Context: an optimization exercise on an open-source flow, tuned for small area and a short achievable clock period. The choices shown serve that exercise and are no tape-out recipe.
No run shown here included a check of the RTL's function; only the layout flow was run.
Power figures rest on the tool's default switching activity, not on a simulated workload.

==> flow/design.v <==
module lc_minmax #(
    parameter W = 12
) (
    input  wire [8*W-1:0] rd,
    output reg  [W-1:0]   mn,
    output reg  [W-1:0]   mx
);
    function automatic lt_f(input [W-1:0] a, input [W-1:0] b);              
        reg [W-1:0] g, l;                                                    
        integer k, step;                                                     
        begin                                                                
            for (k = 0; k < W; k = k + 1) begin                              
                g[k] = a[k] & ~b[k];                                         
                l[k] = ~a[k] & b[k];                                         
            end                                                              
            for (step = 1; step < W; step = step * 2)                        
                for (k = 0; k + step < W; k = k + 2 * step) begin            
                    g[k] = g[k + step] | (~l[k + step] & g[k]);              
                    l[k] = l[k + step] | (~g[k + step] & l[k]);              
                end                                                          
            lt_f = l[0];                                                     
        end                                                                  
    endfunction
    reg [W-1:0] r [0:7];
    reg         lt [0:7][0:7];    
    reg [7:0]   is_mn, is_mx;
    integer i, j;
    always @(*) begin
        for (i = 0; i < 8; i = i + 1)
            r[i] = rd[W*(8-i)-1 -: W];
        for (i = 0; i < 8; i = i + 1)
            for (j = 0; j < 8; j = j + 1)
                lt[i][j] = (i < j) ? lt_f(r[i], r[j]) : 1'b0;
        for (i = 0; i < 8; i = i + 1) begin
            is_mn[i] = 1'b1;
            is_mx[i] = 1'b1;
            for (j = 0; j < 8; j = j + 1) begin
                if (j < i) begin
                    is_mn[i] = is_mn[i] & ~lt[j][i];
                    is_mx[i] = is_mx[i] &  lt[j][i];
                end else if (j > i) begin
                    is_mn[i] = is_mn[i] &  lt[i][j];
                    is_mx[i] = is_mx[i] & ~lt[i][j];
                end
            end
        end
        mn = {W{1'b0}};
        mx = {W{1'b0}};
        for (i = 0; i < 8; i = i + 1) begin
            mn = mn | ({W{is_mn[i]}} & r[i]);
            mx = mx | ({W{is_mx[i]}} & r[i]);
        end
    end
endmodule
module lc_thresh #(
    parameter W = 12
) (
    input  wire [8*W-1:0] rd,
    input  wire [W-1:0]   mn,
    input  wire [W-1:0]   mx,
    output reg  [7:0]     pat
);
    function automatic lt_f(input [W-1:0] a, input [W-1:0] b);              
        reg [W-1:0] g, l;                                                    
        integer k, step;                                                     
        begin                                                                
            for (k = 0; k < W; k = k + 1) begin                              
                g[k] = a[k] & ~b[k];                                         
                l[k] = ~a[k] & b[k];                                         
            end                                                              
            for (step = 1; step < W; step = step * 2)                        
                for (k = 0; k + step < W; k = k + 2 * step) begin            
                    g[k] = g[k + step] | (~l[k + step] & g[k]);              
                    l[k] = l[k + step] | (~g[k + step] & l[k]);              
                end                                                          
            lt_f = l[0];                                                     
        end                                                                  
    endfunction
    reg [W-1:0] h;
    integer i;
    always @(*) begin
        h = ({1'b0, mn} + {1'b0, mx} + 1'b1) >> 1;
        for (i = 0; i < 8; i = i + 1)
            pat[7-i] = ~lt_f(rd[W*(8-i)-1 -: W], h);
    end
endmodule
module lc_lut_rom (
    input  wire [7:0] pat,
    output reg  [7:0] pos
);
    always @(*) begin
        case (pat)
            8'h18: pos = 8'h00;
            8'h10: pos = 8'h02;
            8'h38: pos = 8'h02;
            8'h08: pos = 8'hFE;
            8'h1C: pos = 8'hFE;
            8'h30: pos = 8'h03;
            8'h0C: pos = 8'hFD;
            8'h20: pos = 8'h04;
            8'h70: pos = 8'h04;
            8'h04: pos = 8'hFC;
            8'h0E: pos = 8'hFC;
            8'h60: pos = 8'h05;
            8'hE0: pos = 8'h05;
            8'h06: pos = 8'hFB;
            8'h07: pos = 8'hFB;
            8'h40: pos = 8'h06;
            8'hF0: pos = 8'h06;
            8'h02: pos = 8'hFA;
            8'h0F: pos = 8'hFA;
            8'hC0: pos = 8'h07;
            8'h03: pos = 8'hF9;
            8'h80: pos = 8'h08;
            8'h01: pos = 8'hF8;
            default: pos = 8'h80;
        endcase
    end
endmodule
module lc_stream (
    input  wire        clk,
    input  wire        rst,
    input  wire        in_valid,
    input  wire [95:0] in_rd,
    output reg         out_valid,
    output reg  [7:0]  out_pat,
    output reg  [7:0]  out_pos
);
    localparam [7:0] UNDEF = 8'h80;
    reg        v0_q, v1_q;
    reg [95:0] rd0_q, rd1_q;
    reg [11:0] mn_q, mx_q;
    wire [11:0] mn, mx;
    wire [7:0]  pat;
    wire [7:0]  lk_pos;
    lc_minmax #(.W(12)) u_mm  (.rd(rd0_q), .mn(mn), .mx(mx));
    lc_thresh #(.W(12)) u_th  (.rd(rd1_q), .mn(mn_q), .mx(mx_q), .pat(pat));
    lc_lut_rom          u_rom (.pat(pat), .pos(lk_pos));
    always @(posedge clk) begin
        rd0_q   <= in_rd;
        rd1_q   <= rd0_q;
        mn_q    <= mn;
        mx_q    <= mx;
        out_pat <= pat;
        if (rst) begin
            v0_q      <= 1'b0;
            v1_q      <= 1'b0;
            out_valid <= 1'b0;
            out_pos   <= 8'h00;
        end else begin
            v0_q      <= in_valid;
            v1_q      <= v0_q;
            out_valid <= v1_q;
            if (v1_q && lk_pos != UNDEF) out_pos <= lk_pos;
        end
    end
endmodule
==> flow/run.sh <==
#!/bin/bash
# synth_recipe.tcl (not shown) runs the flow's synth.tcl, then flattens the netlist and writes it again
# the make line also repeats each setting of config.mk as NAME=value (left out here)
make -C /OpenROAD-flow-scripts/flow DESIGN_CONFIG=/design/flow/config.mk WORK_HOME=/design/flow/orfs CLKGATE_MAP_FILE= SYNTH_SCRIPT=/design/flow/synth_recipe.tcl finish
==> flow/config.mk <==
export PLATFORM = sky130hd
export DESIGN_NAME = lc_stream
export DESIGN_NICKNAME = lc_stream
export VERILOG_FILES = /design/flow/design.v
export SDC_FILE = /design/flow/constraint.sdc
export NUM_CORES = 4
export LEC_CHECK = 0
export ABC_AREA = 1
export CAP_MARGIN = 20
export CORE_MARGIN = 2
export CORE_UTILIZATION = 40
export SLEW_MARGIN = 20
==> flow/constraint.sdc <==
create_clock -name core_clock -period 22.0 [get_ports {clk}]
set_input_delay 4.4000 -clock core_clock [delete_from_list [all_inputs] [get_ports {clk}]]
set_output_delay 4.4000 -clock core_clock [all_outputs]
set_load 0.01 [all_outputs]
==> impl_results.md, run 1 <==
- Status: finished clean
- CTS max path bufs: 3
- RSZ-0062 raised after global routing: no
- Vias in the first global route: 16250
- Max_slew headroom: 0.1524
- Int Power: 0.0008310 W
- Syn_nets: 2568
- Seq/Total Area, Yosys: 0.3117
- Clock tree from TritonCTS: done
- CP endpoint kind: output pin
- Worst-Skew Late Latency: 0.62 ns
- Sw Pwr: 0.0004297 W
- Top cells by area, synth: dfxtp_1, nand2_1, nand3_1, nor2_1, inv_1
- Overall via count from detail_route: 17750
- Post-synth EDFFs: 0
- Largest net degree at the start of global routing: 19
- VDD IR max: 57.15 uV
- I/O pin cnt: 116
- Clk_skew: 0.04530 ns
- ANT cells: 0
- Hold slack: 0.4125 ns
- First-pass GRT wire length: 95320 um
- Hpwl dp: 47500 um
- WP buf/inv: 1
- Reg2reg setup slack: 17.44 ns
- Switching portion of total power: 0.3408
- # hold bufs at CTS: 0
- TritonCTS buffer count: 28
- Worst path arrival time: 1.48 ns
- Syn Inst Count: 2457
- Worst stage delay on the critical path: 0.55 ns
- Synth cell types: 44
- Vias per cell: 5.933
- Clock Sinks: 233
- Max Slew Vio Count: 0
- Die Y: 197.4 um
- Crit path time final: 5.880 ns
- Drt pass-1 iters: 8
- Final WL: 64630 um
- Netlist Area Pre-Place: 14960 um2
- Initial Utilization: 0.4077
- Hold crit path type: reg -> reg
- Slowest cell on the critical path: clkdlybuf4s50_1
- Power Density: 72.68 nW/um2
- # DRC: 0
- Maximum level of the CTS H-tree: 1
- Input/output buffers: 115
- Reg2Reg Depth: 14
- Ys flop type: dfxtp_1
- Total GRT Usage: 0.3238
- Core ar.: 36700 um2
- Share of the synthesized area in the top cell type: 0.3117
- Final hold violation count: 0
- Hold Path Stages: 2
- Count leader, synth: nand2_1
- Crit path max fanout: 4
- Initial antenna violation count: 3
- Flop pwr share: 0.392
- Setup violators final: 0
- CP top delay family: buffers and inverters
- Critical Path, Cell by Cell: clkdlybuf4s50_1
- Dominant cell type by area after synthesis: dfxtp_1
- P_leak: 8.326 nW
- Final Cycle Share: 0.2673
- Yosys reg bits: 233
- Die width: 197.4 um
- CTS Root Cell: clkbuf_16
- Num rows: 70
- Post_cts resized: 0
- Avg WL per Cell: 21.61 um
- Routability congestion estimate: 1.045
- Required @ worst endpoint: 17.60 ns
- Synth warn: 6
- DR iter-0 viols: 2811
- Async set-or-reset flop fraction in the synthesized netlist: 0
- Synth cell count leaders: nand2_1, nor2_1, inv_1, nand3_1, dfxtp_1
- Setup TNS: 0 ns
- Max Cap Viol: 0
- Layout cells sized above 1: 0.04598
- Worst Tran Pin Value: 1.265 ns
- Nets: 2613
- ANT nets after route: 0
- Die area: 38970 um2
- Post CTS Setup Buffer Count: 0
- GRT overflow: 0
- CTS clk-pin slew, worst paths: 0.06 ns
- WP depth: 1
- Max Freq: 170.1 MHz
- Crit path launch type: register
- Synthesis-to-layout area growth: 15.93%
- Worst setup path class: reg -> out
- Comb power frac: 0.219
- Avg Synthesized Cell Area: 6.090 um2
- Clock power share: 0.389
## layer usage
layer,GRT usage,share of wire,up-vias
met1,0.4401,0.40,7995
met5,0.005109,0.00025,-
li1,-,-,8194
met2,0.4701,0.41,1259
met3,0.07188,0.13,295
met4,0.1860,0.061,2
## cells in the final DEF, fill, tap and decap left out, types with 8 or more instances in the layout
cell and n:
a21oi_1 31, a31oi_1 47, clkbuf_16 28, clkdlybuf4s50_1 115, clkinv_1 23, dfxtp_1 233, ha_1 11, inv_1 308
nand2_1 631, nand2_2 19, nand3_1 249, nand3b_1 11, nand4_1 33, nor2_1 321, nor2_2 8, nor3_2 10
o211ai_1 14, o21a_1 18, o21ai_0 177, o21bai_1 16, o221ai_1 46, o22ai_1 75, o31ai_1 26
## flip-flops by register name, indices dropped and copies added, names as in the netlist
signal	count
mn_q	12
mx_q	12
out_pat	8
out_pos	6
out_valid	1
rd0_q	96
rd1_q	96
v0_q	1
v1_q	1
## power groups by stage
stage / Clock (W) / Combinational (W) / Sequential (W)
final: 0.000490 / 0.000276 / 0.000495
after CTS: 0.000499 / 0.000266 / 0.000491
after detailed placement: 0 / 0.000265 / 0.000499
after global placement: 0 / 0.000260 / 0.000500
after floorplan: 0 / 0.000188 / 0.000466
after global routing: 0.000517 / 0.000298 / 0.000495
## kinds of logic after synthesis
family	synth area share
and+or+nand+nor	0.3709
AOI/OAI and AO/OA	0.1937
buffers and inverters	0.1132
DFF	0.3117
adders and majority gates	0.01054
## layout make-up
class / instances / area [um2]
clock buffers: 38 / 808.3
well taps: 468 / 585.6
repair buffers: 122 / 1204
fillers: 3803 / 19350
flip-flops and latches: 233 / 4664
multi-input cells: 1784 / 8651
inverters: 333 / 1250
clock inverters: 13 / 183.9
## stage by stage
stage                 util  instance area (um2)  total power [W]  instances  worst slack (ns)
floorplan                -                14960        0.0006540       2457             17.07
global placement    0.4455                16350        0.0007596       2940             16.66
detailed placement  0.4455                16350        0.0007641       2940             16.65
CTS                 0.4725                17340         0.001256       2991             16.08
global route        0.4727                17350         0.001310       2991             16.06
finish              0.4727                17350         0.001261       2991             16.12
## worst paths after layout
| path | from | to |
|---|---|---|
| worst min-delay path | v0_q | v1_q |
| worst max register to register | rd0_q[28] | mn_q[10] |
| worst min register to register | v0_q | v1_q |
| worst max-delay path | out_pos[6] | out_pos[5] |
## worst reg2reg max path: stages (launching register included)
cell and delay (ns):
dfxtp_1 0.74, clkinv_1 0.57, nand2_1 0.16, o21ai_0 0.09, a31oi_1 0.30, nor2_1 0.14, o221ai_1 0.28, nand2_1 0.11
nor2_2 0.45, nand2_1 0.13, nor3_2 0.77, nand2_1 0.36, nor2_1 0.18, nor2_1 0.09, nand2_1 0.11
==> run 2: changes to the inputs <==
--- a/flow/config.mk
+++ b/flow/config.mk
@@ -6,5 +6,4 @@
 export NUM_CORES = 4
 export LEC_CHECK = 0
-export ABC_AREA = 1
 export CAP_MARGIN = 20
 export CORE_MARGIN = 2
==> impl_results.md, run 2 <==
- Design area: 16110 um2 (-7.1%)
- ANT cells: 0 (unchanged)
- Status: finished clean
- Seq/Total Area, Yosys: 0.3368 (+0.02510)
- Max Slew Vio Count: 0 (unchanged)
- Reg-to-Reg End: out_pos[7]
- Count leader, synth: dfxtp_1
- Worst path arrival time: 1.46 ns (-0.02 ns)
- GRT overflow: 0 (unchanged)
- Input/output buffers: 115 (unchanged)
- Crit path time final: 5.858 ns (-0.02270 ns)
- Critical path origin: out_pos[6]
- Final WL: 55740 um (-14%)
- Synth cell types: 92 (+110%)
- Num rows: 68 (-2.9%)
- Clock tree from TritonCTS: done
- Avg WL per Cell: 25.22 um (+17%)
- Hold slack: 0.4382 ns (+0.02577 ns)
- Final Util: 0.4700 (-0.002722)
- Initial Utilization: 0.4039 (-0.003857)
- Routability congestion estimate: 1.005 (-3.9%)
- Setup violators final: 0 (unchanged)
- ANT nets after route: 0 (unchanged)
- Critical R2R Launch: mx_q[0]
- Required @ worst endpoint: 17.60 ns (about the same)
- Maximum level of the CTS H-tree: 1 (unchanged)
- # DRC: 0 (unchanged)
- Final hold violation count: 0 (unchanged)
- Synthesis-to-layout area growth: 16.36%
- Commonest non-fill, non-tap cell in the layout: dfxtp_1
- Avg Synthesized Cell Area: 8.084 um2 (+33%)
- CTS Root Cell: clkbuf_16
- Max_slew headroom: 0.2596 (+0.1072)
- P_leak: 6.081 nW (-27%)
- VDD IR max: 54.52 uV (-4.6%)
- Max Cap Viol: 0 (unchanged)
- Ys flop type: dfxtp_1
- First-pass GRT wire length: 82990 um (-13%)
- CTS clk-pin slew, worst paths: 0.06 ns (about the same)
- Crit path launch type: register
- Largest net degree at the start of global routing: 29 (+10)
- Overall via count from detail_route: 14600 (-18%)
- Die area: 36120 um2 (-7.3%)
- DP Area: 15120 um2 (-7.5%)
- Die width: 190.1 um (-3.7%)
- WP buf/inv: 1 (unchanged)
- Synth warn: 6 (unchanged)
- Drt pass-1 iters: 9 (+1)
- Worst setup path class: reg -> out
- Async set-or-reset flop fraction in the synthesized netlist: 0 (unchanged)
- Worst stage delay on the critical path: 0.55 ns (about the same)
- Initial antenna violation count: 0 (-3)
- Slowest cell on the critical path: clkdlybuf4s50_1
- TritonCTS buffer count: 27 (-3.6%)
- Vias in the first global route: 13610 (-16%)
- Final Cycle Share: 0.2663 (-0.001032)
- Reg2reg setup slack: 16.44 ns (-1.00 ns)
- # hold bufs at CTS: 0 (unchanged)
- Worst-Skew Late Latency: 0.57 ns (-0.05 ns)
- Share of the synthesized area in the top cell type: 0.3368 (+0.02510)
- Max Freq: 170.7 MHz (+0.39%)
- Clock Sinks: 233 (unchanged)
- Clk_skew: 0.02560 ns (-0.01970 ns)
- Worst hold endpoint: v1_q
- Synth cell count leaders: dfxtp_1, nand2_1, a21oi_1, clkbuf_1, nor2_1
- Core ar.: 34290 um2 (-6.6%)
- Post-synth EDFFs: 0 (unchanged)
- Syn_nets: 1824 (-29%)
- Setup TNS: 0 ns (unchanged)
- Hold Path Stages: 1 (-1)
- Layout Cells excl Fill: 2210 (-26%)
- CTS max path bufs: 3 (unchanged)
- Dominant cell type by area after synthesis: dfxtp_1
- Reg2Reg Depth: 17 (+3)
- WP depth: 1 (unchanged)
- Layout cells sized above 1: 0.05299 (+0.007014)
- Biggest regs: rd0_q (96), rd1_q (96)
- Placed instance count: 2160 (-27%)
- Critical Path, Cell by Cell: clkdlybuf4s50_1
- Top cells by area, synth: dfxtp_1, maj3_1, a21oi_1, nand2_1, o21ai_0
- Post_cts resized: 0 (unchanged)
- Crit path max fanout: 4 (unchanged)
- Netlist Area Pre-Place: 13850 um2 (-7.5%)
- CP endpoint kind: output pin
- Hpwl dp: 41080 um (-14%)
- Worst Tran Pin Value: 1.107 ns (-0.1580 ns)
- Vias per cell: 6.604 (+11%)
- DR iter-0 viols: 2047 (-27%)
- Die Y: 190.1 um (-3.7%)
- Hold crit path type: reg -> reg
- RSZ-0062 raised after global routing: no
- Commonest cells after routing, fill and taps aside: dfxtp_1, nand2_1, a21oi_1
- Total GRT Usage: 0.3001 (-0.02378)
- Worst hold start: v0_q
- Syn Inst Count: 1713 (-30%)
- Post CTS Setup Buffer Count: 0 (unchanged)
- CP top delay family: buffers and inverters
- Yosys reg bits: 233 (unchanged)
- Power Density: 73.78 nW/um2 (+1.5%)
- I/O pin cnt: 116 (unchanged)
- Fill count: 3352 (-12%)
- Nets: 1845 (-29%)
## run 2: metrics by stage
stage / worst slack (ns) / total power, W
floorplan: 16.88 / 0.0006205
global placement: 16.40 / 0.0007026
detailed placement: 16.41 / 0.0007041
CTS: 16.11 / 0.001192
global route: 16.09 / 0.001234
finish: 16.14 / 0.001189
## run 2: worst reg2reg max path, delay by kind of cell (launching register included)
kind	cells	cell delay [ns]
AO/OA/AOI/OAI	6	1.59
flip-flops	1	0.32
AND/OR/NAND/NOR	6	1.83
multiplexers	1	0.34
buffers and inverters	1	0.32
adder cells (fa/ha/maj)	3	1.03
## run 2: worst max-delay path by stage
stage | endpoint | slack, ns
finish | out_pos[5] | 16.14
global route | out_pos[4] | 16.09
CTS | out_pos[5] | 16.11
detailed placement | out_pos[7] | 16.41
global placement | out_pos[6] | 16.40
floorplan | out_pos[6] | 16.88
## run 2: area by class of cell
class | instances | area [um2] | area share
Sequential cell | 233 | 4664 | 0.2895
Clock inverter | 18 | 246.5 | 0.01530
Multi-Input combinational cell | 1233 | 8239 | 0.5113
Tap cell | 455 | 569.3 | 0.03533
Timing Repair Buffer | 126 | 1234 | 0.07656
Inverter | 113 | 426.7 | 0.02648
Clock buffer | 32 | 734.5 | 0.04558
## run 2: power breakdown
part | switching [W] | leakage, nW | internal (W) | total (W)
clock network | 0.000186 | 0.480 | 0.000299 | 0.000485
logic | 0.000122 | 3.65 | 0.0000882 | 0.000210
registers | 0.0000491 | 1.95 | 0.000445 | 0.000494
total | 0.000357 | 6.08 | 0.000832 | 0.00119
## run 2: kinds of logic after synthesis
kind of cell               after synthesis  synth area share
buffers and inverters                  247           0.07020
AOI/OAI and AO/OA                      662            0.3413
DFF                                    233            0.3368
and+or+nand+nor                        439            0.1531
adders and majority gates              123           0.09198
xor gates and xnor gates                 3          0.001898
muxes                                    6          0.004608
## run 2: per-layer routing
layer,wire (um),up-vias,global-route usage
met2,24090,962,0.4604
met4,1904,0,0.1160
li1,-,6561,-
met1,23520,6942,0.4175
met3,6220,130,0.05331
met5,0,-,0

-- what the ideal ports hide --
In the flow no input, the clock included, has a driving cell. The finished layouts below were timed again as built, in two steps.
Step 1 sets driving cells, clkbuf_16 on the clock port and buf_2 on the other inputs (assumed; they add their load-dependent delay and slew).
Step 2 adds t to the input delays and takes it off the output delays; t is the mean of the earliest and latest rising clock arrival at the registers after step 1. Input paths then give back, and output paths get back, about the clock's delay inside the block.
Slacks: ideal ports / drivers / drivers and shift; pairs: ideal ports / drivers.
run	t, ns	slack for setup (ns)	worst setup path at the end
run 1	0.647	16.120 / 16.067 / 16.608	input to register
run 2	0.607	16.142 / 16.088 / 16.396	input to register
After both steps every run listed still meets setup and hold.
